Context: an optimization exercise on an open-source flow, tuned for a short achievable clock period and few clock cycles per item. The choices shown serve that exercise and are no tape-out recipe. Where RTL was checked, it was by simulation tests only, not by an equivalence proof against the original. For runs 3 and 4, only the layout was checked, not whether the RTL still works. No activity file was given, so power comes from the tool's default toggle rates.

==> flow/design.v <==
module ada_rx (
    input  wire        clk,
    input  wire        rst,         
    input  wire        in_valid,
    input  wire [7:0]  in_data,
    output wire        in_ready,
    output wire        out_valid,
    input  wire        out_ready,
    output wire [1:0]  out_kind,    
    output wire [31:0] out_data,
    output wire        out_last
);
    localparam [7:0] ERR_CRC           = 8'h01,
                     ERR_OVERSIZE      = 8'h02,
                     ERR_UNKNOWN_NAME  = 8'h03,
                     ERR_NAME_TOO_LONG = 8'h04,
                     ERR_RESYNC        = 8'h05,
                     ERR_MALFORMED     = 8'h06,
                     ERR_ALLOC         = 8'h07;
    localparam [1:0] KIND_ERR  = 2'd1,
                     KIND_HDR  = 2'd2,
                     KIND_WORD = 2'd3;
    function [31:0] crc_update(input [31:0] c_in, input [7:0] bb);
        integer k;
        reg [31:0] c;
        begin
            c = c_in ^ {24'd0, bb};
            for (k = 0; k < 8; k = k + 1)
                c = c[0] ? ((c >> 1) ^ 32'hEDB88320) : (c >> 1);
            crc_update = c;
        end
    endfunction
    reg        rst_q;
    reg        in_rdy;
    reg        v0;
    reg [7:0]  b0;
    reg [6:0]  rd;        
    reg [6:0]  wc;        
    reg [6:0]  wc_vis;    
    reg [6:0]  ws;        
    wire [6:0] used = ws - rd;
    wire       room = (used <= 7'd56);
    assign in_ready = in_rdy;
    always @(posedge clk) begin
        rst_q  <= rst;
        in_rdy <= !rst && room;
        v0     <= in_valid && in_rdy;
        b0     <= in_data;
    end
    reg         v1;
    reg [7:0]   b1;
    reg [127:0] ceq;       
    reg         is00;
    integer     ci;
    always @(posedge clk) begin
        v1   <= v0 && !rst_q;
        b1   <= b0;
        is00 <= (b0 == 8'h00);
        for (ci = 0; ci < 128; ci = ci + 1)
            ceq[ci] <= (b0 == ci);
    end
    reg [1:0]  ms;         
    reg        ph_seek, ph_name, ph_len, ph_pay, ph_crc;
    reg [13:0] npos;       
    reg [5:0]  nlen;       
    reg        nfull;      
    reg [15:0] m;          
    reg [15:0] e;          
    reg [3:0]  id;
    reg [1:0]  lcnt;
    reg [7:0]  l0;         
    reg        l0_gt50, l0_gt80;
    reg        l1_nz, l1_gtC3, l1_eqC3;
    reg        ov_pre, al_pre;
    reg        lay_s;      
    reg        is_fb;      
    reg [4:0]  fb_t;       
    reg [7:0]  rem;        
    reg        plast;      
    reg [1:0]  bidx;       
    reg [23:0] wacc;       
    reg [1:0]  widx;       
    reg [31:0] w0r, w1r;   
    reg [31:0] crc;
    reg        cok;        
    reg [1:0]  ccnt;
    reg        q_we;
    reg [5:0]  q_wa;
    reg [34:0] q_wd;
    reg        fz2, fh2, fz3, fh3, fbok;
    reg [7:0]  fpa;
    reg [6:0]  fpb;
    reg [9:0]  fprod;
    always @(posedge clk) begin
        fz2   <= (w0r == 32'd0) || (w1r == 32'd0);
        fh2   <= (w0r[31:5] == 27'd0) && (w1r[31:5] == 27'd0);
        fpa   <= w0r[4:0] * w1r[2:0];
        fpb   <= w0r[4:0] * w1r[4:3];
        fz3   <= fz2;
        fh3   <= fh2;
        fprod <= {2'b00, fpa} + {fpb, 3'b000};
        fbok  <= fz3 ? (fb_t == 5'd0) : (fh3 && fprod == {5'd0, fb_t});
    end
    wire [15:0] m_app, e_app;
    assign m_app[0] = m[0] & (
        (npos[0] & ceq[8'h53]) |
        (npos[1] & ceq[8'h65]) |
        (npos[2] & ceq[8'h74]) |
        (npos[3] & ceq[8'h43]) |
        (npos[4] & ceq[8'h6F]) |
        (npos[5] & ceq[8'h6C]) |
        (npos[6] & ceq[8'h6F]) |
        (npos[7] & ceq[8'h72]));
    assign e_app[0] = m[0] & npos[7] & ceq[8'h72];
    assign m_app[1] = m[1] & (
        (npos[0] & ceq[8'h42]) |
        (npos[1] & ceq[8'h72]) |
        (npos[2] & ceq[8'h65]) |
        (npos[3] & ceq[8'h61]) |
        (npos[4] & ceq[8'h74]) |
        (npos[5] & ceq[8'h68]) |
        (npos[6] & ceq[8'h65]));
    assign e_app[1] = m[1] & npos[6] & ceq[8'h65];
    assign m_app[2] = m[2] & (
        (npos[0] & ceq[8'h47]) |
        (npos[1] & ceq[8'h72]) |
        (npos[2] & ceq[8'h61]) |
        (npos[3] & ceq[8'h64]) |
        (npos[4] & ceq[8'h69]) |
        (npos[5] & ceq[8'h65]) |
        (npos[6] & ceq[8'h6E]) |
        (npos[7] & ceq[8'h74]));
    assign e_app[2] = m[2] & npos[7] & ceq[8'h74];
    assign m_app[3] = m[3] & (
        (npos[0] & ceq[8'h4D]) |
        (npos[1] & ceq[8'h6F]) |
        (npos[2] & ceq[8'h76]) |
        (npos[3] & ceq[8'h69]) |
        (npos[4] & ceq[8'h6E]) |
        (npos[5] & ceq[8'h67]) |
        (npos[6] & ceq[8'h47]) |
        (npos[7] & ceq[8'h72]) |
        (npos[8] & ceq[8'h61]) |
        (npos[9] & ceq[8'h64]) |
        (npos[10] & ceq[8'h69]) |
        (npos[11] & ceq[8'h65]) |
        (npos[12] & ceq[8'h6E]) |
        (npos[13] & ceq[8'h74]));
    assign e_app[3] = m[3] & npos[13] & ceq[8'h74];
    assign m_app[4] = m[4] & (
        (npos[0] & ceq[8'h43]) |
        (npos[1] & ceq[8'h72]) |
        (npos[2] & ceq[8'h6F]) |
        (npos[3] & ceq[8'h73]) |
        (npos[4] & ceq[8'h73]) |
        (npos[5] & ceq[8'h46]) |
        (npos[6] & ceq[8'h61]) |
        (npos[7] & ceq[8'h64]) |
        (npos[8] & ceq[8'h65]));
    assign e_app[4] = m[4] & npos[8] & ceq[8'h65];
    assign m_app[5] = m[5] & (
        (npos[0] & ceq[8'h52]) |
        (npos[1] & ceq[8'h61]) |
        (npos[2] & ceq[8'h69]) |
        (npos[3] & ceq[8'h6E]) |
        (npos[4] & ceq[8'h62]) |
        (npos[5] & ceq[8'h6F]) |
        (npos[6] & ceq[8'h77]));
    assign e_app[5] = m[5] & npos[6] & ceq[8'h77];
    assign m_app[6] = m[6] & (
        (npos[0] & ceq[8'h46]) |
        (npos[1] & ceq[8'h69]) |
        (npos[2] & ceq[8'h72]) |
        (npos[3] & ceq[8'h65]));
    assign e_app[6] = m[6] & npos[3] & ceq[8'h65];
    assign m_app[7] = m[7] & (
        (npos[0] & ceq[8'h54]) |
        (npos[1] & ceq[8'h77]) |
        (npos[2] & ceq[8'h69]) |
        (npos[3] & ceq[8'h6E]) |
        (npos[4] & ceq[8'h6B]) |
        (npos[5] & ceq[8'h6C]) |
        (npos[6] & ceq[8'h65]));
    assign e_app[7] = m[7] & npos[6] & ceq[8'h65];
    assign m_app[8] = m[8] & (
        (npos[0] & ceq[8'h4E]) |
        (npos[1] & ceq[8'h65]) |
        (npos[2] & ceq[8'h75]) |
        (npos[3] & ceq[8'h72]) |
        (npos[4] & ceq[8'h61]) |
        (npos[5] & ceq[8'h6C]) |
        (npos[6] & ceq[8'h44]) |
        (npos[7] & ceq[8'h72]) |
        (npos[8] & ceq[8'h6F]) |
        (npos[9] & ceq[8'h70]));
    assign e_app[8] = m[8] & npos[9] & ceq[8'h70];
    assign m_app[9] = m[9] & (
        (npos[0] & ceq[8'h57]) |
        (npos[1] & ceq[8'h61]) |
        (npos[2] & ceq[8'h74]) |
        (npos[3] & ceq[8'h65]) |
        (npos[4] & ceq[8'h72]) |
        (npos[5] & ceq[8'h44]) |
        (npos[6] & ceq[8'h72]) |
        (npos[7] & ceq[8'h6F]) |
        (npos[8] & ceq[8'h70]));
    assign e_app[9] = m[9] & npos[8] & ceq[8'h70];
    assign m_app[10] = m[10] & (
        (npos[0] & ceq[8'h53]) |
        (npos[1] & ceq[8'h74]) |
        (npos[2] & ceq[8'h61]) |
        (npos[3] & ceq[8'h72]) |
        (npos[4] & ceq[8'h74]) |
        (npos[5] & ceq[8'h52]) |
        (npos[6] & ceq[8'h61]) |
        (npos[7] & ceq[8'h69]) |
        (npos[8] & ceq[8'h6E]));
    assign e_app[10] = m[10] & npos[8] & ceq[8'h6E];
    assign m_app[11] = m[11] & (
        (npos[0] & ceq[8'h53]) |
        (npos[1] & ceq[8'h74]) |
        (npos[2] & ceq[8'h6F]) |
        (npos[3] & ceq[8'h70]) |
        (npos[4] & ceq[8'h52]) |
        (npos[5] & ceq[8'h61]) |
        (npos[6] & ceq[8'h69]) |
        (npos[7] & ceq[8'h6E]));
    assign e_app[11] = m[11] & npos[7] & ceq[8'h6E];
    assign m_app[12] = m[12] & (
        (npos[0] & ceq[8'h53]) |
        (npos[1] & ceq[8'h74]) |
        (npos[2] & ceq[8'h61]) |
        (npos[3] & ceq[8'h74]) |
        (npos[4] & ceq[8'h75]) |
        (npos[5] & ceq[8'h73]));
    assign e_app[12] = m[12] & npos[5] & ceq[8'h73];
    assign m_app[13] = m[13] & (
        (npos[0] & ceq[8'h45]) |
        (npos[1] & ceq[8'h6E]) |
        (npos[2] & ceq[8'h63]) |
        (npos[3] & ceq[8'h6F]) |
        (npos[4] & ceq[8'h64]) |
        (npos[5] & ceq[8'h65]) |
        (npos[6] & ceq[8'h64]) |
        (npos[7] & ceq[8'h42]) |
        (npos[8] & ceq[8'h75]) |
        (npos[9] & ceq[8'h66]) |
        (npos[10] & ceq[8'h66]) |
        (npos[11] & ceq[8'h65]) |
        (npos[12] & ceq[8'h72]));
    assign e_app[13] = m[13] & npos[12] & ceq[8'h72];
    assign m_app[14] = m[14] & (
        (npos[0] & ceq[8'h46]) |
        (npos[1] & ceq[8'h75]) |
        (npos[2] & ceq[8'h6C]) |
        (npos[3] & ceq[8'h6C]) |
        (npos[4] & ceq[8'h42]) |
        (npos[5] & ceq[8'h75]) |
        (npos[6] & ceq[8'h66]) |
        (npos[7] & ceq[8'h66]) |
        (npos[8] & ceq[8'h65]) |
        (npos[9] & ceq[8'h72]));
    assign e_app[14] = m[14] & npos[9] & ceq[8'h72];
    assign m_app[15] = m[15] & (
        (npos[0] & ceq[8'h53]) |
        (npos[1] & ceq[8'h70]) |
        (npos[2] & ceq[8'h65]) |
        (npos[3] & ceq[8'h65]) |
        (npos[4] & ceq[8'h64]) |
        (npos[5] & ceq[8'h54]) |
        (npos[6] & ceq[8'h65]) |
        (npos[7] & ceq[8'h73]) |
        (npos[8] & ceq[8'h74]));
    assign e_app[15] = m[15] & npos[8] & ceq[8'h74];
    wire       name_known = |e;
    wire [3:0] name_id = {|(e & 16'hFF00), |(e & 16'hF0F0),
                          |(e & 16'hCCCC), |(e & 16'hAAAA)};
    wire hit = (ms == 2'd3) && ceq[8'h41];
    wire b_nz     = !is00;
    wire oversize = b_nz || ov_pre;
    wire alloc    = b_nz || al_pre;
    wire crc_good = cok && (b1 == ~crc[7:0]);
    wire lay_ok   = is_fb ? fbok : lay_s;
    reg lay_s_n;
    always @* begin
        case (id)
            4'd0:  lay_s_n = (l0 >=  8) && (l0[1:0] == 2'd0);
            4'd1:  lay_s_n = (l0 == 12);
            4'd2:  lay_s_n = (l0 >= 12) && (l0[1:0] == 2'd0);
            4'd3:  lay_s_n = (l0 >= 12) && (l0[1:0] == 2'd0);
            4'd4:  lay_s_n = (l0 >=  4) && (l0[1:0] == 2'd0);
            4'd5:  lay_s_n = (l0 ==  8);
            4'd6:  lay_s_n = (l0 == 12);
            4'd7:  lay_s_n = (l0 == 16);
            4'd8:  lay_s_n = (l0 ==  4);
            4'd9:  lay_s_n = (l0 == 12);
            4'd10: lay_s_n = (l0 ==  8);
            4'd11: lay_s_n = (l0 ==  0);
            4'd12: lay_s_n = (l0 ==  0);
            4'd13: lay_s_n = (l0 >= 12) && (l0[2:0] == 3'd4);
            4'd14: lay_s_n = 1'b0;
            default: lay_s_n = (l0 == 0);
        endcase
    end
    wire       is_fb_n = (id == 4'd14) && (l0 >= 12) && (l0[1:0] == 2'd0);
    wire [7:0] l0_m12  = l0 - 8'd12;
    reg        ev_err;     
    reg        ev_hdr;     
    reg [2:0]  ev_code;
    always @* begin
        ev_err  = 1'b0;
        ev_hdr  = 1'b0;
        ev_code = 3'd0;
        if (hit) begin
            if (!ph_seek) begin
                ev_err = 1'b1; ev_code = ERR_RESYNC[2:0];
            end
        end else if (ph_name) begin
            if (is00) begin
                if (!name_known) begin
                    ev_err = 1'b1; ev_code = ERR_UNKNOWN_NAME[2:0];
                end
            end else if (nfull) begin
                ev_err = 1'b1; ev_code = ERR_NAME_TOO_LONG[2:0];
            end
        end else if (ph_len) begin
            if (lcnt == 2'd3) begin
                if (oversize) begin
                    ev_err = 1'b1; ev_code = ERR_OVERSIZE[2:0];
                end else if (alloc) begin
                    ev_err = 1'b1; ev_code = ERR_ALLOC[2:0];
                end
            end
        end else if (ph_crc) begin
            if (ccnt == 2'd3) begin
                if (!crc_good) begin
                    ev_err = 1'b1; ev_code = ERR_CRC[2:0];
                end else if (!lay_ok) begin
                    ev_err = 1'b1; ev_code = ERR_MALFORMED[2:0];
                end else
                    ev_hdr = 1'b1;
            end
        end
    end
    wire word_we = !hit && ph_pay && (bidx == 2'd3);
    always @(posedge clk) begin
        if (rst_q) begin
            ms      <= 2'd0;
            ph_seek <= 1'b1;
            ph_name <= 1'b0;
            ph_len  <= 1'b0;
            ph_pay  <= 1'b0;
            ph_crc  <= 1'b0;
            wc      <= 7'd0;
            ws      <= 7'd1;
            q_we    <= 1'b0;
        end else begin
            q_we <= 1'b0;
            if (v1) begin
                if (hit)                        ms <= 2'd0;
                else if (ceq[8'h7E])            ms <= 2'd1;
                else if (ms == 2'd1 && ceq[8'h41]) ms <= 2'd2;
                else if (ms == 2'd2 && ceq[8'h44]) ms <= 2'd3;
                else                            ms <= 2'd0;
                if (ev_err) begin
                    q_we <= 1'b1;
                    q_wa <= wc[5:0];
                    q_wd <= {KIND_ERR, 1'b1, 29'd0, ev_code};
                    wc   <= wc + 7'd1;
                    ws   <= wc + 7'd2;
                end else if (ev_hdr) begin
                    q_we <= 1'b1;
                    q_wa <= wc[5:0];
                    q_wd <= {KIND_HDR, (l0 == 8'd0), 18'd0, l0[7:2], 4'd0, id};
                    wc   <= ws;
                    ws   <= ws + 7'd1;
                end else if (word_we) begin
                    q_we <= 1'b1;
                    q_wa <= ws[5:0];
                    q_wd <= {KIND_WORD, plast, b1, wacc};
                    ws   <= ws + 7'd1;
                end
                if (hit) begin
                    ph_seek <= 1'b0; ph_name <= 1'b1; ph_len <= 1'b0;
                    ph_pay  <= 1'b0; ph_crc  <= 1'b0;
                    npos  <= 14'd1;
                    nlen  <= 6'd0;
                    nfull <= 1'b0;
                    m     <= 16'hFFFF;
                    e     <= 16'h0000;
                    lcnt  <= 2'd0;
                    crc   <= 32'hFFFFFFFF;
                end else if (ev_err || ev_hdr) begin
                    ph_seek <= 1'b1; ph_name <= 1'b0; ph_len <= 1'b0;
                    ph_pay  <= 1'b0; ph_crc  <= 1'b0;
                end else begin
                    if (ph_name) begin
                        if (is00) begin
                            id      <= name_id;
                            ph_name <= 1'b0;
                            ph_len  <= 1'b1;
                        end else begin
                            npos  <= {npos[12:0], 1'b0};
                            nlen  <= nlen + 6'd1;
                            nfull <= (nlen == 6'd31);
                            m     <= m_app;
                            e     <= e_app;
                        end
                    end
                    if (ph_len) begin
                        lcnt <= lcnt + 2'd1;
                        case (lcnt)
                            2'd0: begin
                                l0      <= b1;
                                l0_gt50 <= (b1 > 8'h50);
                                l0_gt80 <= (b1 > 8'h80);
                            end
                            2'd1: begin
                                l1_nz   <= b_nz;
                                l1_gtC3 <= (b1 > 8'hC3);
                                l1_eqC3 <= (b1 == 8'hC3);
                            end
                            2'd2: begin
                                ov_pre <= b_nz || l1_gtC3 || (l1_eqC3 && l0_gt50);
                                al_pre <= b_nz || l1_nz || l0_gt80;
                                lay_s  <= lay_s_n;
                                is_fb  <= is_fb_n;
                                fb_t   <= l0_m12[6:2];
                            end
                            default: begin
                                ph_len <= 1'b0;
                                if (l0 == 8'd0) ph_crc <= 1'b1;
                                else            ph_pay <= 1'b1;
                                rem   <= l0;
                                plast <= (l0 == 8'd1);
                                bidx  <= 2'd0;
                                widx  <= 2'd0;
                                cok   <= 1'b1;
                                ccnt  <= 2'd0;
                            end
                        endcase
                    end
                    if (ph_pay) begin
                        crc  <= crc_update(crc, b1);
                        rem  <= rem - 8'd1;
                        plast <= (rem == 8'd2);
                        bidx <= bidx + 2'd1;
                        wacc <= {b1, wacc[23:8]};
                        if (bidx == 2'd3) begin
                            if (widx == 2'd0) w0r <= {b1, wacc};
                            if (widx == 2'd1) w1r <= {b1, wacc};
                            if (widx != 2'd2) widx <= widx + 2'd1;
                        end
                        if (plast) begin
                            ph_pay <= 1'b0;
                            ph_crc <= 1'b1;
                        end
                    end
                    if (ph_crc) begin
                        cok  <= crc_good;
                        ccnt <= ccnt + 2'd1;
                        crc  <= {8'd0, crc[31:8]};
                    end
                end
            end
        end
    end
    reg [34:0] q [0:63];
    always @(posedge clk)
        if (q_we) q[q_wa] <= q_wd;
    reg        o_valid;
    reg [1:0]  o_kind;
    reg [31:0] o_data;
    reg        o_last;
    wire avail = (rd != wc_vis);
    wire ld    = !o_valid || out_ready;
    always @(posedge clk) begin
        if (rst_q) begin
            wc_vis  <= 7'd0;
            rd      <= 7'd0;
            o_valid <= 1'b0;
        end else begin
            wc_vis <= wc;
            if (ld) begin
                o_valid <= avail;
                if (avail) begin
                    {o_kind, o_last, o_data} <= q[rd[5:0]];
                    rd <= rd + 7'd1;
                end
            end
        end
    end
    assign out_valid = o_valid;
    assign out_kind  = o_kind;
    assign out_data  = o_data;
    assign out_last  = o_last;
endmodule
==> flow/flow/run.sh <==
#!/bin/bash
set -euo pipefail
bash standard.sh SETUP_SLACK_MARGIN=7.8 finish > standard.log 2>&1
==> flow/standard.sh <==
#!/bin/bash
# synth_recipe.tcl (not shown) runs the flow's synth.tcl, then flattens the netlist and writes it again
# the make line also repeats each setting of config.mk as NAME=value (left out here)
make -C /OpenROAD-flow-scripts/flow DESIGN_CONFIG=/design/flow/config.mk WORK_HOME=/design/flow/orfs CLKGATE_MAP_FILE= SYNTH_SCRIPT=/design/flow/synth_recipe.tcl "${@:-finish}"
==> flow/config.mk <==
export PLATFORM = sky130hd
export DESIGN_NAME = ada_rx
export DESIGN_NICKNAME = ada_rx
export VERILOG_FILES = /design/flow/design.v
export SDC_FILE = /design/flow/constraint.sdc
export NUM_CORES = 4
export LEC_CHECK = 0
export ABC_CLOCK_PERIOD_IN_PS = 3000
export CAP_MARGIN = 20
export CORE_MARGIN = 2
export CORE_UTILIZATION = 40
export SLEW_MARGIN = 20
==> flow/constraint.sdc <==
create_clock -name core_clock -period 11.0 [get_ports {clk}]
set_input_delay 2.2000 -clock core_clock [delete_from_list [all_inputs] [get_ports {clk}]]
set_output_delay 2.2000 -clock core_clock [all_outputs]
set_load 0.01 [all_outputs]
==> summary.md, run 1 <==
| Metric | Value |
|---|---|
| Outcome | `finished clean` |
| 1st-iter DRT viols | `roughly 7800` |
| Post-synthesis area per instance | `around 21 µm²` |
| Final Worst Setup Slack | `just over 7 ns` |
| Static leakage | `37.15 nW` |
| First-pass GRT wire length | `roughly 400000 µm` |
| RSZ-0062 raised after global routing | `yes` |
| Largest net degree at the start of global routing | `66` |
| Placer congestion estimate | `0.7946` |
| CTS tree | `built` |
| Number of buffer and inverter instances along the worst setup path | `1` |
| CTS H-Tree Depth | `5` |
| Std-Cell Rows | `~190` |
| Final net count | `approximately 5300` |
| Time the final worst path needs with I/O delays and setup | `about 3.8 ns` |
| Clock tree root driver cell | `sky130_fd_sc_hd__clkbuf_16` |
| Count of antenna-violating nets left after detailed routing | `0` |
| Num CTS Buffers | `about 280` |
| Maximum clock insertion buffer count | `4` |
| Max Clock Skew | `between 0.09 and 0.1 ns` |
| Setup CP Type | `register to output port` |
| Required time of the critical path | `8.80 ns` |
| Worst voltage drop across the vdd grid | `about 140 µV` |
| Power density normalized to cell area | `around 190 mW/mm²` |
| Final period utilization | `between 30% and 40%` |
| Gr ovfl total | `0` |
| Chip Height | `approximately 510 µm` |
| Fraction of layout cells with a size suffix above 1 | `29.11%` |
| Insertion delay of the later-clocked pin in the worst-skew pair | `~0.94 ns` |
| Cell area after synthesis | `roughly 0.10 mm²` |
| Detailed-route wire length per cell | `between 30 and 40 µm` |
| Growth of design area from synthesis to finish | `16.54%` |
| Part of the Yosys area used for sequential elements | `76.61%` |
| Placed instance count | `between 8000 and 9000` |
| Sum of negative setup slack | `0 ns` |
| Number of antenna violations at the first check in global routing | `7` |
| Share of flip-flops with an asynchronous set or reset after synthesis | `0%` |
| Peak fanout along the critical path | `1` |
| Worst slew margin relative to its limit | `between 20% and 30%` |
| Standard cell with the maximum stage delay on the critical path | `sky130_fd_sc_hd__edfxtp_1` |
| Post-route insts no fill | `slightly below 9000` |
| Worst setup slack after placement | `between 6 and 7 ns` |
| Commonest non-fill, non-tap cell in the layout | `sky130_fd_sc_hd__edfxtp_1` |
| Signal arrival time at the worst endpoint | `around 1.6 ns` |
| Final setup violation count | `0` |
| Die extent in x | `just over 500 µm` |
| Cell family with the largest share of critical-path delay | `flip-flops` |
| Syn Nets | `approximately 5000` |
| WL final | `between 200000 and 300000 µm` |
| Overall global routing resource usage | `21.93%` |
| DRC errors left | `0` |
| Post-route core utilization | `46.95%` |
| Number of input and output port buffers inserted | `48` |
| Half-perimeter wire length after placement | `around 150000 µm` |
| Max-Cap Viols | `0` |
| Final standard cell area without fillers | `0.1194 mm²` |
| Number of placed I/O pins | `between 40 and 50` |
| Number of hold violations in the final report | `0` |
| Dominant register cell in the synthesized netlist | `sky130_fd_sc_hd__edfxtp_1` |
| Overall via count from detail_route | `roughly 53000` |
| Reg clk slew, reported paths | `~0.060 ns` |
| Overall die area | `around 0.26 mm²` |
| Clock Sinks | `roughly 2700` |
| Post-place instance area | `between 0.1 and 0.15 mm²` |
| Least-Margin Pin Slew | `1.079 ns` |
| Via count of the first global-routing pass | `52020` |
| Synthesized netlist cell count | `a little under 5000` |
| First-pass detailed-route iteration total | `9` |
| Worst Hold Class | `register to register` |
| Number of enable flip-flop cells after synthesis | `between 2000 and 3000` |
| Slowest cell delay on critical path | `~0.5 ns` |
| Core ar. | `~0.25 mm²` |
| Vias per std cell | `5.974` |
| Ordered list of cells on the worst path | `buf_2` |
| FMAX | `between 200 and 300 MHz` |
| Post-synthesis sequential element count | `roughly 2700` |
| Distinct cell type count after synthesis | `between 70 and 80` |
| Commonest cells after routing, fill and taps aside | `sky130_fd_sc_hd__edfxtp_1 (2533), sky130_fd_sc_hd__mux4_2 (697), sky130_fd_sc_hd__clkbuf_16 (301)` |
| Effective utilization at floorplan | `40.28%` |
| Capturing element type of the critical path | `output port` |
| YS warnings | `1` |
| Max-slew violation count | `0` |
| Setup crit start kind | `register` |
| Hold bufs inserted after CTS | `0` |
| Filler instances | `~21000` |
flip-flops by register name (all words and copies together) (netlist names), 8 cells and up:
register,flops
npos,14
fprod,10
e,16
wacc,24
w0r,32
q_wd,35
fpa,8
crc,32
b0,8
w1r,32
q,2240
o_data,32
b1,8
l0,8
rem,8
ceq,35
m,16
path summary, 6_finish.rpt:
kind / start / end / slack (ns) / depth (start not counted)
setup reg to reg: crc[1] / nlen[5] / 7.58 / 15
hold / removal: fpa[0] / fprod[0] / 0.33 / 0
hold reg to reg: fpa[0] / fprod[0] / 0.33 / 0
setup / recovery: o_data[8] / out_data[8] / 7.17 / 1
cell usage after synthesis, types with 4 or more instances:
cell type	n	area, µm²
sky130_fd_sc_hd__edfxtp_1	2533	76060
sky130_fd_sc_hd__mux4_2	697	15700
sky130_fd_sc_hd__nand2_1	237	889.6
sky130_fd_sc_hd__nor2_1	163	611.8
sky130_fd_sc_hd__clkbuf_1	136	510.5
sky130_fd_sc_hd__dfxtp_1	122	2442
sky130_fd_sc_hd__xnor2_1	83	727.0
sky130_fd_sc_hd__o21ai_0	66	330.3
sky130_fd_sc_hd__nand3_1	64	320.3
sky130_fd_sc_hd__and3_1	63	394.1
sky130_fd_sc_hd__buf_1	58	217.7
sky130_fd_sc_hd__inv_1	56	210.2
sky130_fd_sc_hd__buf_2	48	240.2
sky130_fd_sc_hd__a21oi_1	47	235.2
sky130_fd_sc_hd__ha_1	43	538.0
sky130_fd_sc_hd__and2_1	40	250.2
sky130_fd_sc_hd__a31oi_1	35	219.0
sky130_fd_sc_hd__nor4_1	28	175.2
sky130_fd_sc_hd__a22oi_1	27	202.7
sky130_fd_sc_hd__xor2_1	25	219.0
sky130_fd_sc_hd__nor3_1	23	115.1
sky130_fd_sc_hd__nor2b_1	21	131.4
sky130_fd_sc_hd__or3_1	20	125.1
sky130_fd_sc_hd__nand4_1	19	118.9
sky130_fd_sc_hd__a211oi_1	14	105.1
sky130_fd_sc_hd__a311oi_1	13	113.9
sky130_fd_sc_hd__nand2b_1	13	81.33
sky130_fd_sc_hd__a222oi_1	9	90.09
sky130_fd_sc_hd__a221oi_1	8	70.07
sky130_fd_sc_hd__nand3b_1	8	60.06
sky130_fd_sc_hd__a21o_1	7	52.55
sky130_fd_sc_hd__o32ai_1	7	61.31
sky130_fd_sc_hd__a22o_1	6	52.55
sky130_fd_sc_hd__fa_1	6	120.1
sky130_fd_sc_hd__o31ai_1	6	45.04
sky130_fd_sc_hd__or4_1	6	45.04
sky130_fd_sc_hd__mux2_2	5	56.30
sky130_fd_sc_hd__or3b_2	5	43.79
sky130_fd_sc_hd__nor3b_1	4	30.03
sky130_fd_sc_hd__or2_2	4	25.02
stage by stage:
stage	total power, mW	hold slack, ns
floorplan	13.09	0.3096
global placement	13.56	0.3113
finish	22.96	0.3271
global route	23.64	0.3359
detailed placement	13.57	0.3121
CTS	23.02	0.3314
cells by family after synthesis:
family                     count (synthesis)  share of synthesized area [%]
adders and majority gates                 49                         0.6422
xor gates and xnor gates                 109                         0.9389
DFF                                     2655                          76.61
and+or+nand+nor                          732                          3.474
muxes                                    705                          15.40
AOI/OAI and AO/OA                        267                          1.728
buffers and inverters                    308                          1.206
per-layer routing:
| layer | share of wire (%) | GRT usage (%) | vias to the layer above |
|---|---|---|---|
| met1 | 40 | 31.05 | 28490 |
| li1 | - | - | 20830 |
| met3 | 9.3 | 4.390 | 488 |
| met4 | 2.7 | 6.186 | 4 |
| met2 | 48 | 34.67 | 2767 |
| met5 | 0.021 | 0 | - |
final cells by class:
class | count | area, µm² | area share (%)
diodes | 6 | 15.01 | 0.01257
clock buffers | 354 | 7635 | 6.393
clock inverters | 130 | 1236 | 1.035
inverters | 61 | 271.5 | 0.2273
multi-input cells | 1870 | 23670 | 19.82
flip-flops and latches | 2655 | 78550 | 65.77
well taps | 3366 | 4212 | 3.526
repair buffers | 350 | 3771 | 3.158
repair inverters | 8 | 70.07 | 0.05867
where the power goes:
| group | total, mW | switching, mW | internal, mW |
|---|---|---|---|
| Sequential | 11.0 | 0.0472 | 10.9 |
| Clock | 9.29 | 3.83 | 5.46 |
| Combinational | 2.67 | 1.13 | 1.53 |
timing repair:
action,CTS,global route
pin swaps,64,16
gates resized for setup,283,54
gates cloned,31,8
endpoints found under the setup margin,1368,392
setup buffers,101,38
Testbench counts, summed over its fixed seeds: cycles 48,250, bytes 47,847.
==> run 2: changes to the inputs <==
==> flow/run.sh (new file) <==
#!/bin/bash
# synth_recipe.tcl (not shown) runs the flow's synth.tcl, then flattens the netlist and writes it again
# the make line also repeats each setting of config.mk as NAME=value (left out here)
make -C /OpenROAD-flow-scripts/flow DESIGN_CONFIG=/design/flow/config.mk WORK_HOME=/design/flow/orfs CLKGATE_MAP_FILE= SYNTH_SCRIPT=/design/flow/synth_recipe.tcl finish
removed: flow/flow/run.sh
removed: flow/standard.sh
==> run 2 against run 1 <==
Still clean on timing, DRC and antenna. Register-to-register slack worse by 1.2 ns. Worst setup slack worse by 0.75 ns. Die area unchanged. Global-route usage is 0.82 points lower. Non-clock buffer count shrank 160. Cell count decreased by 2.1%. Synthesized cell count unchanged. Area after synthesis did not move. Via count fell by 2.5%. Maximum frequency is 16% lower. Critical endpoint is now crc[31]. Largest cell class unchanged. Largest power group unchanged.
==> summary.md, run 2 <==
| Metric | Value |
|---|---|
| Outcome | `finished clean` |
| Filler instances | `approximately 21000` |
| Gr ovfl total | `0` |
| Commonest cells after routing, fill and taps aside | `sky130_fd_sc_hd__edfxtp_1 (2533), sky130_fd_sc_hd__mux4_2 (697), sky130_fd_sc_hd__clkbuf_16 (293)` |
| Core ar. | `roughly 0.25 mm²` |
| Max-slew violation count | `0` |
| Least-Margin Pin Slew | `1.181 ns` |
| Signal arrival time at the worst endpoint | `about 5.1 ns` |
| Synthesized netlist cell count | `4825` |
| Setup CP Type | `register to register` |
| Post-synth top area cell | `sky130_fd_sc_hd__edfxtp_1` |
| Slowest cell delay on critical path | `about 0.69 ns` |
| Static leakage | `between 30 and 40 nW` |
| Capturing element type of the critical path | `register` |
| Clock Sinks | `between 2000 and 3000` |
| Synth top cells by count | `sky130_fd_sc_hd__edfxtp_1 (2533), sky130_fd_sc_hd__mux4_2 (697), sky130_fd_sc_hd__nand2_1 (237)` |
| Yosys top cell area share | `around three quarters` |
| Largest net degree at the start of global routing | `140` |
| Final setup violation count | `0` |
| 1st-iter DRT viols | `about 7500` |
| Ordered list of cells on the worst path | `xnor2_1 -> inv_1 -> ha_1 -> nand4_1 -> or4_4 -> a21bo_2 -> a31o_1 -> nor2_1 -> o21ai_0 -> a21oi_4 -> buf_16` |
| Cell with the most instances after synthesis | `sky130_fd_sc_hd__edfxtp_1` |
| CTS H-Tree Depth | `5` |
| Num CTS Buffers | `roughly 290` |
| Placed instance count | `a little over 8000` |
| Via count of the first global-routing pass | `~50000` |
| Number of antenna violations at the first check in global routing | `3` |
| YS warnings | `1` |
| Placer congestion estimate | `0.7918` |
| Growth of design area from synthesis to finish | `13.66%` |
| Fraction of layout cells with a size suffix above 1 | `around a quarter` |
| Peak fanout along the critical path | `23` |
| Vias per std cell | `just under 6` |
| Overall global routing resource usage | `21.11%` |
| Standard cell with the maximum stage delay on the critical path | `sky130_fd_sc_hd__nor2_1` |
| FMAX | `around 220 MHz` |
| Syn Nets | `4886` |
| Time the final worst path needs with I/O delays and setup | `~4.6 ns` |
| Clock tree root driver cell | `sky130_fd_sc_hd__clkbuf_16` |
| Worst Hold Class | `register to register` |
| Number of hold violations in the final report | `0` |
| Max-Cap Viols | `0` |
| Power density normalized to cell area | `191.8 mW/mm²` |
| Register name with the most flops | `q` |
| Commonest non-fill, non-tap cell in the layout | `sky130_fd_sc_hd__edfxtp_1` |
| Count of antenna-violating nets left after detailed routing | `0` |
| Required time of the critical path | `11.56 ns` |
| Share of flip-flops with an asynchronous set or reset after synthesis | `0%` |
| Reg clk slew, reported paths | `around 0.06 ns` |
| Effective utilization at floorplan | `between 40% and 50%` |
| Number of enable flip-flop cells after synthesis | `2533` |
| Diodes inserted | `0` |
| First-pass detailed-route iteration total | `8` |
| Maximum clock insertion buffer count | `4` |
| Flip-flop count of the largest register, all copies and words added | `about 2200` |
| Post-synthesis sequential element count | `between 2000 and 3000` |
| Worst slew margin relative to its limit | `a little over a fifth` |
| Part of the Yosys area used for sequential elements | `roughly 77%` |
| Std-Cell Rows | `185` |
| Worst voltage drop across the vdd grid | `around 170 µV` |
| Largest registers | `q: 2240 flops, ceq: 35 flops, q_wd: 35 flops` |
| Final period utilization | `41.63%` |
| Distinct cell type count after synthesis | `71` |
| Half-perimeter wire length after placement | `139300 µm` |
| Die extent in x | `510.2 µm` |
| Post-CTS Setup Repair Bufs | `0` |
| Biggest area contributors in the synthesized netlist | `sky130_fd_sc_hd__edfxtp_1 (74%), sky130_fd_sc_hd__mux4_2 (15%), sky130_fd_sc_hd__dfxtp_1 (2.4%)` |
| Number of input and output port buffers inserted | `48` |
| Overall via count from detail_route | `around 50000` |
| Cells resized by post-CTS repair | `0` |
| WL final | `between 200000 and 300000 µm` |
| Number of placed I/O pins | `49` |
| Detailed-route wire length per cell | `about 32 µm` |
| First-pass GRT wire length | `between 300000 and 400000 µm` |
| Post-synthesis area per instance | `~21 µm²` |
| CTS tree | `built` |
| Cell area after synthesis | `0.1025 mm²` |
| Number of buffer and inverter instances along the worst setup path | `2` |
| RSZ-0062 raised after global routing | `no` |
| DRC errors left | `0` |
| Sum of negative setup slack | `0 ns` |
| Insertion delay of the later-clocked pin in the worst-skew pair | `approximately 0.94 ns` |
| CP Launch Point | `b1[5]` |
| Overall die area | `between 0.2 and 0.3 mm²` |
| Dominant register cell in the synthesized netlist | `sky130_fd_sc_hd__edfxtp_1` |
| Hold bufs inserted after CTS | `0` |
| Max Clock Skew | `0.07954 ns` |
| Origin of the worst min-delay path | `fz2` |
| Chip Height | `just over 500 µm` |
| Critical register-to-register path startpoint | `b1[5]` |
| Final net count | `about 5100` |
| Cell family with the largest share of critical-path delay | `simple AND/OR/NAND/NOR gates` |
| Post-route insts no fill | `8611` |
| Setup crit start kind | `register` |
==> run 2: cell counts after synthesis <==
No cell type changed its count.
==> run 2: worst paths after layout <==
kind	to	slack, ns	cells after the start
worst max-delay path	crc[31]	6.42	11
worst min-delay path	fz3	0.33	0
worst max register to register	crc[31]	6.42	11
worst min register to register	fz3	0.33	0
==> run 2: metrics by stage <==
| step | power, mW | hold WS, ns | setup WS, ns | cell area [µm²] | util, % |
|---|---|---|---|---|---|
| global route | 23.04 | 0.3412 | 6.206 | 116500 | 45.79 |
| finish | 22.34 | 0.3295 | 6.421 | 116500 | 45.79 |
| floorplan | 13.09 | 0.3096 | 5.417 | 102500 | - |
| CTS | 22.54 | 0.3316 | 6.084 | 116400 | 45.77 |
| global placement | 13.57 | 0.3113 | 5.996 | 107800 | 42.39 |
| detailed placement | 13.57 | 0.3143 | 6.010 | 107800 | 42.39 |
==> run 2: layout make-up <==
type,instances,area (µm²),share of cell area (%)
Clock buffer,355,7575,6.503
Multi-Input combinational cell,1862,23250,19.96
Sequential cell,2655,78520,67.42
Tap cell,3366,4212,3.616
Clock inverter,122,1031,0.8852
Inverter,61,244.0,0.2095
Timing Repair Buffer,190,1642,1.409
==> run 2: cells by family (layout without fill, tap and decap cells) <==
group / Yosys count / count (layout) / share of synthesized area, %
mux: 705 / 705 / 15.40
flops: 2655 / 2655 / 76.61
buf+inv: 308 / 728 / 1.206
simple gates: 732 / 732 / 3.474
compound gates: 267 / 267 / 1.728
fa+ha+maj: 49 / 49 / 0.6422
xor+xnor: 109 / 109 / 0.9389
==> run 2: report_power, final <==
group	internal, mW	total [mW]	switching, mW
Sequential	10.9	11.0	0.0568
Clock	5.27	9.04	3.77
Combinational	1.32	2.29	0.974
==> run 2: metal layers <==
layer	vias up	track usage (%)	wire, µm
li1	20470	-	-
met4	0	6.046	7802
met5	-	0	0
met2	2676	32.87	129600
met3	453	3.294	23650
met1	27640	30.94	115600
==> run 3: changes to the inputs <==
--- a/flow/design.v
+++ b/flow/design.v
@@ -12,9 +12,9 @@
 );
-    localparam [7:0] ERR_CRC           = 8'h01,
-                     ERR_OVERSIZE      = 8'h02,
-                     ERR_UNKNOWN_NAME  = 8'h03,
-                     ERR_NAME_TOO_LONG = 8'h04,
-                     ERR_RESYNC        = 8'h05,
-                     ERR_MALFORMED     = 8'h06,
-                     ERR_ALLOC         = 8'h07;
+    localparam [2:0] ERR_CRC           = 3'd1,
+                     ERR_OVERSIZE      = 3'd2,
+                     ERR_UNKNOWN_NAME  = 3'd3,
+                     ERR_NAME_TOO_LONG = 3'd4,
+                     ERR_RESYNC        = 3'd5,
+                     ERR_MALFORMED     = 3'd6,
+                     ERR_ALLOC         = 3'd7;
     localparam [1:0] KIND_ERR  = 2'd1,
@@ -36,8 +36,12 @@
     reg [7:0]  b0;
-    reg [6:0]  rd;        
-    reg [6:0]  wc;        
-    reg [6:0]  wc_vis;    
-    reg [6:0]  ws;        
-    wire [6:0] used = ws - rd;
-    wire       room = (used <= 7'd56);
+    reg [5:0]  rdw;       
+    reg [5:0]  wcw;       
+    reg [5:0]  ws;        
+    reg [4:0]  erd;       
+    reg [4:0]  ewr;       
+    reg [4:0]  ewr_vis;   
+    reg        ph_pay;
+    wire [5:0] w_used  = ws - rdw;
+    wire [4:0] e_used  = ewr - erd;
+    wire       room    = (!ph_pay || w_used != 6'd32) && (e_used <= 5'd14);
     assign in_ready = in_rdy;
@@ -62,3 +66,3 @@
     reg [1:0]  ms;         
-    reg        ph_seek, ph_name, ph_len, ph_pay, ph_crc;
+    reg        ph_seek, ph_name, ph_len, ph_crc;
     reg [13:0] npos;       
@@ -82,3 +86,2 @@
     reg [1:0]  widx;       
-    reg [31:0] w0r, w1r;   
     reg [31:0] crc;
@@ -86,5 +89,11 @@
     reg [1:0]  ccnt;
-    reg        q_we;
-    reg [5:0]  q_wa;
-    reg [34:0] q_wd;
+    reg        r_we;
+    reg [4:0]  r_wa;
+    reg [31:0] r_wd;
+    reg        r_w0, r_w1;    
+    reg        e_we;
+    reg [3:0]  e_wa;
+    reg [10:0] e_wd;
+    reg        w0z, w0h, w1z, w1h;
+    reg [4:0]  w0lo, w1lo;
     reg        fz2, fh2, fz3, fh3, fbok;
@@ -94,6 +103,16 @@
     always @(posedge clk) begin
-        fz2   <= (w0r == 32'd0) || (w1r == 32'd0);
-        fh2   <= (w0r[31:5] == 27'd0) && (w1r[31:5] == 27'd0);
-        fpa   <= w0r[4:0] * w1r[2:0];
-        fpb   <= w0r[4:0] * w1r[4:3];
+        if (r_w0) begin
+            w0z  <= (r_wd == 32'd0);
+            w0h  <= (r_wd[31:5] == 27'd0);
+            w0lo <= r_wd[4:0];
+        end
+        if (r_w1) begin
+            w1z  <= (r_wd == 32'd0);
+            w1h  <= (r_wd[31:5] == 27'd0);
+            w1lo <= r_wd[4:0];
+        end
+        fz2   <= w0z || w1z;
+        fh2   <= w0h && w1h;
+        fpa   <= w0lo * w1lo[2:0];
+        fpb   <= w0lo * w1lo[4:3];
         fz3   <= fz2;
@@ -315,3 +334,3 @@
             if (!ph_seek) begin
-                ev_err = 1'b1; ev_code = ERR_RESYNC[2:0];
+                ev_err = 1'b1; ev_code = ERR_RESYNC;
             end
@@ -320,6 +339,6 @@
                 if (!name_known) begin
-                    ev_err = 1'b1; ev_code = ERR_UNKNOWN_NAME[2:0];
+                    ev_err = 1'b1; ev_code = ERR_UNKNOWN_NAME;
                 end
             end else if (nfull) begin
-                ev_err = 1'b1; ev_code = ERR_NAME_TOO_LONG[2:0];
+                ev_err = 1'b1; ev_code = ERR_NAME_TOO_LONG;
             end
@@ -328,5 +347,5 @@
                 if (oversize) begin
-                    ev_err = 1'b1; ev_code = ERR_OVERSIZE[2:0];
+                    ev_err = 1'b1; ev_code = ERR_OVERSIZE;
                 end else if (alloc) begin
-                    ev_err = 1'b1; ev_code = ERR_ALLOC[2:0];
+                    ev_err = 1'b1; ev_code = ERR_ALLOC;
                 end
@@ -336,5 +355,5 @@
                 if (!crc_good) begin
-                    ev_err = 1'b1; ev_code = ERR_CRC[2:0];
+                    ev_err = 1'b1; ev_code = ERR_CRC;
                 end else if (!lay_ok) begin
-                    ev_err = 1'b1; ev_code = ERR_MALFORMED[2:0];
+                    ev_err = 1'b1; ev_code = ERR_MALFORMED;
                 end else
@@ -353,30 +372,37 @@
             ph_crc  <= 1'b0;
-            wc      <= 7'd0;
-            ws      <= 7'd1;
-            q_we    <= 1'b0;
+            wcw     <= 6'd0;
+            ws      <= 6'd0;
+            ewr     <= 5'd0;
+            r_we    <= 1'b0;
+            r_w0    <= 1'b0;
+            r_w1    <= 1'b0;
+            e_we    <= 1'b0;
         end else begin
-            q_we <= 1'b0;
+            r_we <= 1'b0;
+            r_w0 <= 1'b0;
+            r_w1 <= 1'b0;
+            e_we <= 1'b0;
             if (v1) begin
-                if (hit)                        ms <= 2'd0;
-                else if (ceq[8'h7E])            ms <= 2'd1;
+                if (hit)                           ms <= 2'd0;
+                else if (ceq[8'h7E])               ms <= 2'd1;
                 else if (ms == 2'd1 && ceq[8'h41]) ms <= 2'd2;
                 else if (ms == 2'd2 && ceq[8'h44]) ms <= 2'd3;
-                else                            ms <= 2'd0;
-                if (ev_err) begin
-                    q_we <= 1'b1;
-                    q_wa <= wc[5:0];
-                    q_wd <= {KIND_ERR, 1'b1, 29'd0, ev_code};
-                    wc   <= wc + 7'd1;
-                    ws   <= wc + 7'd2;
-                end else if (ev_hdr) begin
-                    q_we <= 1'b1;
-                    q_wa <= wc[5:0];
-                    q_wd <= {KIND_HDR, (l0 == 8'd0), 18'd0, l0[7:2], 4'd0, id};
-                    wc   <= ws;
-                    ws   <= ws + 7'd1;
-                end else if (word_we) begin
-                    q_we <= 1'b1;
-                    q_wa <= ws[5:0];
-                    q_wd <= {KIND_WORD, plast, b1, wacc};
-                    ws   <= ws + 7'd1;
+                else                               ms <= 2'd0;
+                if (ev_err || ev_hdr) begin
+                    e_we <= 1'b1;
+                    e_wa <= ewr[3:0];
+                    e_wd <= ev_hdr ? {1'b1, id, l0[7:2]} : {1'b0, 1'b0, ev_code, 6'd0};
+                    ewr  <= ewr + 5'd1;
+                end
+                if (ev_err)
+                    ws <= wcw;
+                else if (ev_hdr)
+                    wcw <= ws;
+                else if (word_we) begin
+                    r_we <= 1'b1;
+                    r_wa <= ws[4:0];
+                    r_wd <= {b1, wacc};
+                    r_w0 <= (widx == 2'd0);
+                    r_w1 <= (widx == 2'd1);
+                    ws   <= ws + 6'd1;
                 end
@@ -385,9 +411,2 @@
                     ph_pay  <= 1'b0; ph_crc  <= 1'b0;
-                    npos  <= 14'd1;
-                    nlen  <= 6'd0;
-                    nfull <= 1'b0;
-                    m     <= 16'hFFFF;
-                    e     <= 16'h0000;
-                    lcnt  <= 2'd0;
-                    crc   <= 32'hFFFFFFFF;
                 end else if (ev_err || ev_hdr) begin
@@ -396,68 +415,14 @@
                 end else begin
-                    if (ph_name) begin
-                        if (is00) begin
-                            id      <= name_id;
-                            ph_name <= 1'b0;
-                            ph_len  <= 1'b1;
-                        end else begin
-                            npos  <= {npos[12:0], 1'b0};
-                            nlen  <= nlen + 6'd1;
-                            nfull <= (nlen == 6'd31);
-                            m     <= m_app;
-                            e     <= e_app;
-                        end
-                    end
-                    if (ph_len) begin
-                        lcnt <= lcnt + 2'd1;
-                        case (lcnt)
-                            2'd0: begin
-                                l0      <= b1;
-                                l0_gt50 <= (b1 > 8'h50);
-                                l0_gt80 <= (b1 > 8'h80);
-                            end
-                            2'd1: begin
-                                l1_nz   <= b_nz;
-                                l1_gtC3 <= (b1 > 8'hC3);
-                                l1_eqC3 <= (b1 == 8'hC3);
-                            end
-                            2'd2: begin
-                                ov_pre <= b_nz || l1_gtC3 || (l1_eqC3 && l0_gt50);
-                                al_pre <= b_nz || l1_nz || l0_gt80;
-                                lay_s  <= lay_s_n;
-                                is_fb  <= is_fb_n;
-                                fb_t   <= l0_m12[6:2];
-                            end
-                            default: begin
-                                ph_len <= 1'b0;
-                                if (l0 == 8'd0) ph_crc <= 1'b1;
-                                else            ph_pay <= 1'b1;
-                                rem   <= l0;
-                                plast <= (l0 == 8'd1);
-                                bidx  <= 2'd0;
-                                widx  <= 2'd0;
-                                cok   <= 1'b1;
-                                ccnt  <= 2'd0;
-                            end
-                        endcase
+                    if (ph_name && is00) begin
+                        ph_name <= 1'b0;
+                        ph_len  <= 1'b1;
                     end
-                    if (ph_pay) begin
-                        crc  <= crc_update(crc, b1);
-                        rem  <= rem - 8'd1;
-                        plast <= (rem == 8'd2);
-                        bidx <= bidx + 2'd1;
-                        wacc <= {b1, wacc[23:8]};
-                        if (bidx == 2'd3) begin
-                            if (widx == 2'd0) w0r <= {b1, wacc};
-                            if (widx == 2'd1) w1r <= {b1, wacc};
-                            if (widx != 2'd2) widx <= widx + 2'd1;
-                        end
-                        if (plast) begin
-                            ph_pay <= 1'b0;
-                            ph_crc <= 1'b1;
-                        end
+                    if (ph_len && lcnt == 2'd3) begin
+                        ph_len <= 1'b0;
+                        if (l0 == 8'd0) ph_crc <= 1'b1;
+                        else            ph_pay <= 1'b1;
                     end
-                    if (ph_crc) begin
-                        cok  <= crc_good;
-                        ccnt <= ccnt + 2'd1;
-                        crc  <= {8'd0, crc[31:8]};
+                    if (ph_pay && plast) begin
+                        ph_pay <= 1'b0;
+                        ph_crc <= 1'b1;
                     end
@@ -467,5 +432,78 @@
     end
-    reg [34:0] q [0:63];
+    always @(posedge clk) begin
+        if (v1) begin
+            if (hit) begin
+                npos  <= 14'd1;
+                nlen  <= 6'd0;
+                nfull <= 1'b0;
+                m     <= 16'hFFFF;
+                e     <= 16'h0000;
+            end else if (ph_name && !is00) begin
+                npos  <= {npos[12:0], 1'b0};
+                nlen  <= nlen + 6'd1;
+                nfull <= (nlen == 6'd31);
+                m     <= m_app;
+                e     <= e_app;
+            end
+            if (ph_name && is00)
+                id <= name_id;
+            if (hit)
+                lcnt <= 2'd0;
+            else if (ph_len)
+                lcnt <= lcnt + 2'd1;
+            if (ph_len) begin
+                case (lcnt)
+                    2'd0: begin
+                        l0      <= b1;
+                        l0_gt50 <= (b1 > 8'h50);
+                        l0_gt80 <= (b1 > 8'h80);
+                    end
+                    2'd1: begin
+                        l1_nz   <= b_nz;
+                        l1_gtC3 <= (b1 > 8'hC3);
+                        l1_eqC3 <= (b1 == 8'hC3);
+                    end
+                    2'd2: begin
+                        ov_pre <= b_nz || l1_gtC3 || (l1_eqC3 && l0_gt50);
+                        al_pre <= b_nz || l1_nz || l0_gt80;
+                        lay_s  <= lay_s_n;
+                        is_fb  <= is_fb_n;
+                        fb_t   <= l0_m12[6:2];
+                    end
+                    default: begin
+                        rem   <= l0;
+                        plast <= (l0 == 8'd1);
+                        bidx  <= 2'd0;
+                        widx  <= 2'd0;
+                        cok   <= 1'b1;
+                        ccnt  <= 2'd0;
+                    end
+                endcase
+            end
+            if (ph_pay) begin
+                rem   <= rem - 8'd1;
+                plast <= (rem == 8'd2);
+                bidx  <= bidx + 2'd1;
+                wacc  <= {b1, wacc[23:8]};
+                if (bidx == 2'd3 && widx != 2'd2)
+                    widx <= widx + 2'd1;
+            end
+            if (ph_crc) begin
+                cok  <= crc_good;
+                ccnt <= ccnt + 2'd1;
+            end
+            if (hit)
+                crc <= 32'hFFFFFFFF;
+            else if (ph_pay)
+                crc <= crc_update(crc, b1);
+            else if (ph_crc)
+                crc <= {8'd0, crc[31:8]};
+        end
+    end
+    reg [31:0] ring [0:31];
+    always @(posedge clk)
+        if (r_we) ring[r_wa] <= r_wd;
+    reg [10:0] evq [0:15];
     always @(posedge clk)
-        if (q_we) q[q_wa] <= q_wd;
+        if (e_we) evq[e_wa] <= e_wd;
     reg        o_valid;
@@ -474,16 +512,35 @@
     reg        o_last;
-    wire avail = (rd != wc_vis);
-    wire ld    = !o_valid || out_ready;
+    reg [5:0]  wleft;      
+    wire        ld    = !o_valid || out_ready;
+    wire        e_av  = (erd != ewr_vis);
+    wire [10:0] ev_rd = evq[erd[3:0]];
+    wire        w_av   = (wleft != 6'd0);
+    wire        n_val  = w_av || e_av;
+    wire [1:0]  n_kind = w_av ? KIND_WORD : ev_rd[10] ? KIND_HDR : KIND_ERR;
+    wire        n_last = w_av ? (wleft == 6'd1) : ev_rd[10] ? (ev_rd[5:0] == 6'd0) : 1'b1;
+    wire [31:0] n_data = w_av      ? ring[rdw[4:0]] :
+                         ev_rd[10] ? {18'd0, ev_rd[5:0], 4'd0, ev_rd[9:6]} :
+                                     {29'd0, ev_rd[8:6]};
+    wire        hold  = !ld;
+    wire [35:0] o_cur = {o_valid, o_kind, o_last, o_data};
+    wire [35:0] o_new = {n_val, n_kind, n_last, n_data};
+    wire [35:0] o_nxt = (o_cur & {36{hold}}) | (o_new & {36{!hold}});
     always @(posedge clk) begin
         if (rst_q) begin
-            wc_vis  <= 7'd0;
-            rd      <= 7'd0;
+            ewr_vis <= 5'd0;
+            erd     <= 5'd0;
+            rdw     <= 6'd0;
+            wleft   <= 6'd0;
             o_valid <= 1'b0;
         end else begin
-            wc_vis <= wc;
+            ewr_vis <= ewr;
+            o_valid <= o_nxt[35];
             if (ld) begin
-                o_valid <= avail;
-                if (avail) begin
-                    {o_kind, o_last, o_data} <= q[rd[5:0]];
-                    rd <= rd + 7'd1;
+                if (w_av) begin
+                    rdw   <= rdw + 6'd1;
+                    wleft <= wleft - 6'd1;
+                end else if (e_av) begin
+                    erd   <= erd + 5'd1;
+                    if (ev_rd[10])
+                        wleft <= ev_rd[5:0];
                 end
@@ -491,2 +548,3 @@
         end
+        {o_kind, o_last, o_data} <= o_nxt[34:0];
     end
==> flow/flow/run.sh (new file) <==
#!/bin/bash
set -euo pipefail
bash standard.sh SETUP_SLACK_MARGIN=7.8 finish > standard.log 2>&1
==> flow/standard.sh (new file) <==
#!/bin/bash
# synth_recipe.tcl (not shown) runs the flow's synth.tcl, then flattens the netlist and writes it again
# the make line also repeats each setting of config.mk as NAME=value (left out here)
make -C /OpenROAD-flow-scripts/flow DESIGN_CONFIG=/design/flow/config.mk WORK_HOME=/design/flow/orfs CLKGATE_MAP_FILE= SYNTH_SCRIPT=/design/flow/synth_recipe.tcl "${@:-finish}"
removed: flow/run.sh
==> run 3 against run 2 <==
First-iteration DRC count shrank 59%. Design area shrank 38%. Sequential share of layout area shrank 2.7 points. Still clean.
==> summary.md, run 3 <==
| Metric | Value |
|---|---|
| Outcome | `finished clean` |
| First-pass GRT wire length | `213700 µm` |
| First-pass detailed-route iteration total | `6` |
| Ordered list of cells on the worst path | `buf_2` |
| FMAX | `~270 MHz` |
| Max Clock Skew | `about 0.048 ns` |
| Number of enable flip-flop cells after synthesis | `roughly 1500` |
| Cell area after synthesis | `0.06249 mm²` |
| Depth of the worst register-to-register path | `5` |
| Cell with the most instances after synthesis | `sky130_fd_sc_hd__edfxtp_1` |
| Power density normalized to cell area | `201.3 mW/mm²` |
| Standard cell with the maximum stage delay on the critical path | `sky130_fd_sc_hd__edfxtp_1` |
| Effective utilization at floorplan | `40.15%` |
| Synth top cells by count | `sky130_fd_sc_hd__edfxtp_1 (1454), sky130_fd_sc_hd__mux4_2 (370), sky130_fd_sc_hd__nor2_1 (170)` |
| Max-Cap Viols | `0` |
| Reg clk slew, reported paths | `~0.060 ns` |
| Least-Margin Pin Slew | `roughly 1.1 ns` |
| Biggest area contributors in the synthesized netlist | `sky130_fd_sc_hd__edfxtp_1 (70%), sky130_fd_sc_hd__mux4_2 (13%), sky130_fd_sc_hd__dfxtp_1 (4.6%)` |
| Number of input and output port buffers inserted | `48` |
| Commonest non-fill, non-tap cell in the layout | `sky130_fd_sc_hd__edfxtp_1` |
| Filler instances | `about 13000` |
| Chip Height | `about 400 µm` |
| Number of buffer and inverter instances along the worst setup path | `1` |
| Largest net degree at the start of global routing | `74` |
| Number of hold violations in the final report | `0` |
| Detailed-route wire length per cell | `around 26 µm` |
| Combined flip-flop and latch cell area | `between 0.04 and 0.05 mm²` |
| Hold bufs inserted after CTS | `0` |
| Growth of design area from synthesis to finish | `15.19%` |
| Overall via count from detail_route | `slightly above 30000` |
| Syn Nets | `approximately 3300` |
| Count of antenna-violating nets left after detailed routing | `0` |
| Dominant register cell in the synthesized netlist | `sky130_fd_sc_hd__edfxtp_1` |
| Max-slew violation count | `0` |
| Setup CP Type | `register to output port` |
| Post-synthesis area per instance | `about 19 µm²` |
| DRC errors left | `0` |
| WL final | `147800 µm` |
| Clock tree root driver cell | `sky130_fd_sc_hd__clkbuf_16` |
| Placer congestion estimate | `approximately 0.81` |
| Hold-critical path endpoint | `fh3` |
| Register name with the most flops | `ring` |
| Worst Hold Class | `register to register` |
| Slowest cell delay on critical path | `roughly 0.48 ns` |
| Post-synth top area cell | `sky130_fd_sc_hd__edfxtp_1` |
| Final period utilization | `around a third` |
| Gr ovfl total | `0` |
| Final net count | `3472` |
| Num CTS Buffers | `~160` |
| Worst slew margin relative to its limit | `between 20% and 30%` |
| Placed instance count | `about 5300` |
| Setup crit start kind | `register` |
| Core ar. | `0.1557 mm²` |
| Worst voltage drop across the vdd grid | `~130 µV` |
| Synthesized netlist cell count | `3226` |
| Peak fanout along the critical path | `1` |
| Commonest cells after routing, fill and taps aside | `sky130_fd_sc_hd__edfxtp_1 (1454), sky130_fd_sc_hd__mux4_2 (370), sky130_fd_sc_hd__clkbuf_16 (172)` |
| Capturing element type of the critical path | `output port` |
| Die extent in x | `~400 µm` |
| Clock Sinks | `between 1500 and 2000` |
| Worst setup slack for register-to-register paths | `approximately 7.9 ns` |
| Number of antenna violations at the first check in global routing | `0` |
| Number of placed I/O pins | `between 40 and 50` |
| Signal arrival time at the worst endpoint | `1.49 ns` |
| CTS H-Tree Depth | `4` |
| Share of flip-flops with an asynchronous set or reset after synthesis | `0%` |
| Origin of the worst min-delay path | `fh2` |
| Area of the multi-input gates | `between 0.015 and 0.02 mm²` |
| Sum of negative setup slack | `0 ns` |
| Yosys top cell area share | `69.87%` |
| Vias per std cell | `~5.5` |
| Instance count along the most critical hold path | `0` |
| Half-perimeter wire length after placement | `a little under 80000 µm` |
| Std-Cell Rows | `145` |
| Post-route insts no fill | `between 5000 and 6000` |
| Time the final worst path needs with I/O delays and setup | `approximately 3.7 ns` |
| Required time of the critical path | `~8.8 ns` |
| Largest registers | `ring: 1024 flops, evq: 176 flops, ceq: 35 flops` |
| Fraction of layout cells with a size suffix above 1 | `24.19%` |
| Distinct cell type count after synthesis | `67` |
| Static leakage | `roughly 23 nW` |
| Overall power consumption | `roughly 14 mW` |
| Via count of the first global-routing pass | `roughly 31000` |
| Flip-flop count of the largest register, all copies and words added | `slightly above 1000` |
| Overall die area | `approximately 0.16 mm²` |
| Part of the Yosys area used for sequential elements | `between 70% and 80%` |
| RSZ-0062 raised after global routing | `yes` |
| 1st-iter DRT viols | `around 3100` |
| Cell family with the largest share of critical-path delay | `flip-flops` |
| CTS tree | `built` |
| Maximum clock insertion buffer count | `3` |
| Insertion delay of the later-clocked pin in the worst-skew pair | `between 0.8 and 0.9 ns` |
| Final setup violation count | `0` |
| Overall global routing resource usage | `between 10% and 20%` |
| Post-synthesis sequential element count | `between 1500 and 2000` |
| YS warnings | `1` |
run 3: cell types whose count changed in the layout (fill, tap and decap cells not counted), moves of 37 or more:
cell                              before   now
sky130_fd_sc_hd__mux2i_1               3    51
sky130_fd_sc_hd__clkbuf_16           293   172
sky130_fd_sc_hd__buf_4               135    75
sky130_fd_sc_hd__clkdlybuf4s50_1      48    11
sky130_fd_sc_hd__edfxtp_1           2533  1454
sky130_fd_sc_hd__nand2_1             237   124
sky130_fd_sc_hd__mux4_2              697   370
run 3: cell families (layout without fill, tap and decap cells):
| group | after synthesis | after routing | synth area share [%] |
|---|---|---|---|
| and+or+nand+nor | 586 | 586 | 4.679 |
| adders and majority gates | 60 | 60 | 1.285 |
| buffers and inverters | 206 | 511 | 1.259 |
| DFF | 1599 | 1599 | 74.51 |
| other | 0 | 1 | 0 |
| xor gates and xnor gates | 110 | 110 | 1.566 |
| AOI/OAI and AO/OA | 238 | 238 | 2.439 |
| muxes | 427 | 427 | 14.26 |
run 3: through the flow:
stage | hold slack, ns | area [µm²] | setup WS, ns | util [%]
floorplan | 0.3096 | 62570 | 7.352 | -
global route | 0.3423 | 71980 | 7.238 | 46.24
finish | 0.3245 | 71980 | 7.310 | 46.24
detailed placement | 0.3138 | 65930 | 6.682 | 42.36
global placement | 0.3140 | 65930 | 6.730 | 42.36
CTS | 0.3271 | 71550 | 7.237 | 45.97
run 3: what timing repair did:
item,4_1_cts,5_1_grt
setup buffers,8,9
pin swaps,3,6
gates cloned,1,2
endpoints found under the setup margin,139,108
gates resized for setup,189,23
run 3: report_power, final:
group	internal (mW)	total (mW)	switching [mW]
registers	6.67	6.78	0.117
clock network	3.26	5.62	2.36
logic	1.10	2.09	0.992
total	11.0	14.5	3.47
run 3: layer usage:
layer | vias up | GRT usage [%] | routed length (µm)
met5 | - | 0 | 0
met4 | 0 | 5.659 | 3744
met3 | 226 | 3.799 | 10380
met2 | 1122 | 30.35 | 72590
met1 | 16260 | 25.26 | 61130
li1 | 13350 | - | -
run 3: worst max path at each step:
| stage | slack (ns) | startpoint | end | depth (start not counted) |
|---|---|---|---|---|
| after CTS | 7.24 | register | out_data[1] | 1 |
| after global placement | 6.73 | register | register | 6 |
| after detailed placement | 6.68 | register | register | 6 |
| after floorplan | 7.35 | out_ready | wleft[0] | 5 |
| final | 7.31 | register | out_data[4] | 1 |
| after global routing | 7.24 | register | out_data[1] | 1 |
run 3: layout make-up:
type,instances,area share (%)
sequential,1599,64.74
multi-input combinational,1421,21.61
clock buffer,215,6.242
tap,2058,3.577
timing repair buffer,153,2.098
clock inverter,82,1.403
inverter,61,0.3233
antenna,1,0.003476
==> run 4: changes to the inputs <==
--- a/flow/config.mk
+++ b/flow/config.mk
@@ -10,3 +10,5 @@
 export CORE_MARGIN = 2
-export CORE_UTILIZATION = 40
+export CORE_UTILIZATION = 55
+export CTS_CLUSTER_DIAMETER = 60
+export CTS_CLUSTER_SIZE = 28
 export SLEW_MARGIN = 20
==> run 4 against run 3 <==
Largest power group unchanged. Sequential share of layout area up 1.6 points. Non-clock buffer count is 7 higher. Critical path type unchanged. Critical endpoint is now out_data[11]. Wire length is 0.25% lower. Sequential cell count did not move. Clock-buffer cell count decreased by 93.
==> summary.md, run 4 <==
| Metric | Value |
|---|---|
| Outcome | `finished clean` |
| Clock Sinks | `between 1500 and 2000` |
| Share of flip-flops with an asynchronous set or reset after synthesis | `0%` |
| Distinct cell type count after synthesis | `between 60 and 70` |
| Cell with the most instances after synthesis | `sky130_fd_sc_hd__edfxtp_1` |
| Overall power consumption | `approximately 14 mW` |
| Final standard cell area without fillers | `between 0.07 and 0.08 mm²` |
| Post-synth top area cell | `sky130_fd_sc_hd__edfxtp_1` |
| Xor/xnor share of the synthesized area | `~1.6%` |
| Growth of design area from synthesis to finish | `12.45%` |
| Std-Cell Rows | `~120` |
| Vias per std cell | `around 6.3` |
| Overall global routing resource usage | `around 26%` |
| Final net count | `~3400` |
| Flip-flop count of the largest register, all copies and words added | `approximately 1000` |
| Yosys top cell area share | `69.87%` |
| Static leakage | `roughly 22 nW` |
| Cell family with the largest share of critical-path delay | `flip-flops` |
| Gr ovfl total | `0` |
| Setup CP Type | `register to output port` |
| Worst voltage drop across the vdd grid | `between 150 and 200 µV` |
| Largest registers | `ring: 1024 flops, evq: 176 flops, ceq: 35 flops` |
| Half-perimeter wire length after placement | `about 80000 µm` |
| Setup crit start kind | `register` |
| Number of antenna violations at the first check in global routing | `1` |
| Slowest cell delay on critical path | `approximately 0.53 ns` |
| Depth of the worst register-to-register path | `5` |
| Synthesized netlist cell count | `3226` |
| Dominant combinational cell family by area after synthesis | `multiplexers` |
| Combined flip-flop and latch cell area | `0.04660 mm²` |
| Core ar. | `between 0.1 and 0.15 mm²` |
| Fraction of the mapped netlist area in compound gates | `under 10%` |
| Ordered list of cells on the worst path | `buf_2` |
| Required time of the critical path | `between 8 and 9 ns` |
| First-pass detailed-route iteration total | `7` |
| Hold-critical path endpoint | `fprod[2]` |
| Max Clock Skew | `0.03674 ns` |
| Maximum clock insertion buffer count | `3` |
| Capturing element type of the critical path | `output port` |
| Power density normalized to cell area | `between 150 and 200 mW/mm²` |
| Number of enable flip-flop cells after synthesis | `between 1000 and 1500` |
| Time the final worst path needs with I/O delays and setup | `3.667 ns` |
| WL final | `approximately 150000 µm` |
| Filler instances | `around 7800` |
| Post-place instance area | `about 0.065 mm²` |
| Insertion delay of the later-clocked pin in the worst-skew pair | `approximately 0.75 ns` |
| RSZ-0062 raised after global routing | `yes` |
| Detailed-route wire length per cell | `around 30 µm` |
| YS warnings | `1` |
| Cell area after synthesis | `between 0.06 and 0.07 mm²` |
| CTS tree | `built` |
| Part of the Yosys area used for sequential elements | `74.51%` |
| Arithmetic-cell share of the synthesized area counting full adders, half adders and majority gates | `1.285%` |
| Commonest cells after routing, fill and taps aside | `sky130_fd_sc_hd__edfxtp_1 (1454), sky130_fd_sc_hd__mux4_2 (370), sky130_fd_sc_hd__nor2_1 (129)` |
| Basic-gate share of the synthesized area counting and, or, nand and nor cells | `between 4 and 5%` |
| Count of antenna-violating nets left after detailed routing | `0` |
| Num CTS Buffers | `120` |
| Peak fanout along the critical path | `1` |
| Max-Cap Viols | `0` |
| CTS H-Tree Depth | `3` |
| FMAX | `roughly 270 MHz` |
| Final setup violation count | `0` |
| Sum of negative setup slack | `0 ns` |
| Least-Margin Pin Slew | `roughly 1.1 ns` |
| Worst setup slack for register-to-register paths | `between 7 and 8 ns` |
| Number of placed I/O pins | `approximately 50` |
| First-pass GRT wire length | `215200 µm` |
| Max-slew violation count | `0` |
| Reg clk slew, reported paths | `about 0.07 ns` |
| Biggest area contributors in the synthesized netlist | `sky130_fd_sc_hd__edfxtp_1 (70%), sky130_fd_sc_hd__mux4_2 (13%), sky130_fd_sc_hd__dfxtp_1 (4.6%)` |
| Area of the multi-input gates | `around 0.016 mm²` |
## run 4: cell counts after synthesis
Identical to the previous run, type by type.
## run 4: worst max path at each step
stage,endpoint,slack (ns),depth (start not counted)
after floorplan,wleft[0],7.35,5
after global placement,wleft[0],6.23,7
after detailed placement,wleft[0],6.14,7
after CTS,out_data[11],7.26,1
after global routing,out_data[11],7.30,1
final,out_data[11],7.33,1
## run 4: through the flow
step	hold slack [ns]	worst slack, ns
floorplan	0.3096	7.352
global placement	0.3213	6.227
detailed placement	0.3208	6.141
global route	0.3415	7.302
CTS	0.3381	7.260
finish	0.3358	7.333
## run 4: cell families (layout without fill, tap and decap cells)
family,count (synthesis),count (layout)
AO/OA/AOI/OAI,238,238
AND/OR/NAND/NOR,586,586
XOR/XNOR,110,110
buffers and inverters,206,449
adder cells (fa/ha/maj),60,60
multiplexers,427,427
flip-flops,1599,1599
## run 4: what timing repair did
action,4_1_cts,5_1_grt
setup buffers,13,13
endpoints found under the setup margin,178,116
pin swaps,6,5
cloned,2,1
resized for setup,177,21
## run 4: power by group
part | internal [mW] | switching [mW]
Sequential | 6.65 | 0.135
Clock | 2.42 | 2.41
Combinational | 1.10 | 1.02
## run 4: final cells by class
type,count,area share [%]
Clock inverter,106,2.012
Sequential cell,1599,66.31
Clock buffer,122,4.314
Tap cell,1500,2.671
Timing Repair Buffer,160,2.163
Multi-Input combinational cell,1421,22.20
Inverter,61,0.3312
## run 4: metal layers
layer  part of all wire (%)  vias up  track usage, %
li1                       -    13310               -
met1                     42    16560           36.92
met2                     49     1140           42.26
met3                    6.5      208           3.181
met4                    2.0        0           6.222
met5                      0        -               0

==> what the ideal ports hide <==
No port has a modelled driver above. Below, the same layouts with a new extraction and two added sets of constraints.
Step 1 sets driving cells, clkbuf_16 on the clock port and buf_2 on the other inputs (assumed; they add their load-dependent delay and slew).
Step 2 also shifts input and output timing later by t, the mid clock arrival at the registers, as if the neighbouring blocks saw the same clock.
Slacks: ideal ports / drivers / drivers and shift; pairs: ideal ports / drivers.
run | t, ns | setup slack, ns
run 1 | 0.988 | 7.168 / 7.077 / 6.910
run 2 | 0.997 | 6.421 / 6.421 / 5.979
run 3 | 0.875 | 7.310 / 7.237 / 7.105
run 4 | 0.807 | 7.333 / 7.255 / 7.372
After both steps setup and hold are still met in every run listed.
